What follows belongs to an exercise in optimizing a design on an open flow for small area and few clock cycles; a production flow would make more cautious choices. The RTL was checked by simulation tests, not by an equivalence proof against the original design. No activity file was given, so power comes from the tool's default toggle rates.

## alpha
Design cfb_top, start of the top module:
module cfb_top (
    input  wire        clk,
    input  wire        rst,
    input  wire        req_valid,
    output wire        req_ready,
    input  wire [7:0]  req_op,
    input  wire [7:0]  req_arg,
    input  wire [7:0]  req_len,
    input  wire [31:0] req_cap,
    input  wire        pl_valid,
    output wire        pl_ready,
    input  wire [7:0]  pl_data,
    output wire        rsp_valid,
    input  wire        rsp_ready,
    output reg  [7:0]  rsp_data,
    output wire        rsp_first,
    output wire        rsp_last,
    output wire        rsp_eop,
    output wire [1:0]  rsp_kind,
    output wire [2:0]  rsp_cause,
    output wire        tout_valid,
    input  wire        tout_ready,
    output reg  [7:0]  tout_data,
    output reg         tout_last,
    output wire        tin_req_valid,
    input  wire        tin_req_ready,
    output wire [4:0]  tin_req_len,
    input  wire        tin_valid,
    output wire        tin_ready,
    input  wire [7:0]  tin_data,
    input  wire        tr_valid,
    output wire        tr_ready,
    input  wire [1:0]  tr_kind,
    input  wire [5:0]  tr_count,
    input  wire [7:0]  tr_code,
    output wire [1:0]  cs_state,
    output wire [3:0]  spd_state
);
Size in the first run: about 1,100 flip-flops, roughly 29,000 sq um of cells after synthesis.
==> flow/config.mk <==
export PLATFORM = sky130hd
export DESIGN_NAME = cfb_top
export DESIGN_NICKNAME = cfb_top
export VERILOG_FILES = /design/flow/design.v
export SDC_FILE = /design/flow/constraint.sdc
export NUM_CORES = 4
export LEC_CHECK = 0
export CAP_MARGIN = 20
export CORE_MARGIN = 2
export CORE_UTILIZATION = 40
export CTS_BUF_LIST = sky130_fd_sc_hd__clkbuf_8
export CTS_CLUSTER_DIAMETER = 60
export CTS_CLUSTER_SIZE = 15
export PLACE_DENSITY = 0.6
export SLEW_MARGIN = 20
==> flow/constraint.sdc <==
create_clock -name core_clock -period 10.0 [get_ports {clk}]
set_input_delay 2.0000 -clock core_clock [delete_from_list [all_inputs] [get_ports {clk}]]
set_output_delay 2.0000 -clock core_clock [all_outputs]
set_load 0.01 [all_outputs]
standard.sh (not shown) runs the stock make flow with config.mk's settings and CLKGATE_MAP_FILE= SYNTH_SCRIPT=/design/flow/synth_recipe.tcl, a recipe that flattens the netlist after the stock synthesis.
==> flow/flow/run.sh <==
#!/bin/bash
# The standard layout (standard.sh, unchanged synthesis and steps), with
# each port buffer made from the smallest buffer cell instead of the cell that
# buffer_ports picks by itself. The whole make output goes to standard.log.
set -euo pipefail
export BUFFER_PORTS_ARGS="-buffer_cell sky130_fd_sc_hd__buf_1"
bash standard.sh > standard.log 2>&1
alpha: done, clean on timing, DRC and antenna
Testbench counts of alpha, summed over its fixed seeds: cycles 92,174.
## Diff of input files: beta against alpha
--- a/flow/design.v
+++ b/flow/design.v
@@ -225,19 +225,19 @@
                 default: rsp_data = 8'h20;
             endcase
         end else if (md == M_TILE && a8)
             rsp_data = 8'hA8;
         else
             rsp_data = rev8(ob);
     end
     assign cs_state  = cs;
     assign spd_state = {spd_set, spd};
-    wire [7:0] keep = (req_cap < {24'd0, req_len}) ? req_cap[7:0] : req_len;
+    wire [7:0] keep = ((req_cap[31:8] == 24'd0) && (req_cap[7:0] < req_len)) ? req_cap[7:0] : req_len;
     wire [1:0] sr_np = (sr == 2'd3) ? 2'd3 : sr + 2'd1;
     wire [4:0] ss_np = (sr == 2'd3) ? 5'd31 : 5'd0;
     wire       p4_np = (sr == 2'd3);
     wire [1:0] sr_nb = p4 ? sr - 2'd1 : (ss == 5'd30) ? sr_np : sr;
     wire [4:0] ss_nb = p4 ? 5'd31 : (ss == 5'd30) ? ss_np : ss + 5'd1;
     wire       p4_nb = p4 || ((ss == 5'd30) && p4_np);
     always @(posedge clk) begin
         if (rst) begin
             fsm     <= S_IDLE;
## What came out
beta vs. alpha: overall power of the completed layout went up by 11%. Looking at alpha and beta, the clock network area share is a wash. beta vs. alpha: adder and majority gate portion of the synthesized area roughly the same, number of clock-tree buffers in the layout now sits higher, placed wire-length estimate after detailed placement dropped 4.3%. When beta is measured against alpha, its utilization turns out 0.31 points higher. beta reports a lower area after synthesis than alpha does. Taking alpha as the reference, in beta worst-case setup slack after placement saw an increase; non-clock buffer count saw an increase; part of the power in the clock network saw a decrease. [beta] wire length fell 2.2% relative to alpha. Number of fill cells in the layout: beta < alpha.
Testbench counts of beta, summed over its fixed seeds: cycles 92,174.

## static timing again, ports no longer ideal
No port has a modelled driver above. Below, the same layouts with a new extraction and two added sets of constraints. Step 1 sets driving cells, clkbuf_16 on the clock port and buf_2 on the other inputs (assumed; they add their load-dependent delay and slew). Step 2 times the ports against the registers' clock, not the clock port: input delays grow and output delays shrink by t, the midpoint of the rising clock arrivals with the driver on. a / b / c = ideal / step 1 / step 2; a / b = the first two.
| run | t, ns | setup WS [ns] | worst hold slack (ns) | worst setup path at the end | worst data-port slew with drivers (ns) |
|---|---|---|---|---|---|
| alpha | 0.748 | 2.514 / 2.456 / 3.204 | 0.306 / 0.306 / 0.306 | register to output | 0.09 |
| beta | 0.735 | 2.567 / 2.511 / 3.246 | 0.308 / 0.308 / 0.308 | register to output | 0.05 |
After both steps every run listed still meets setup and hold.
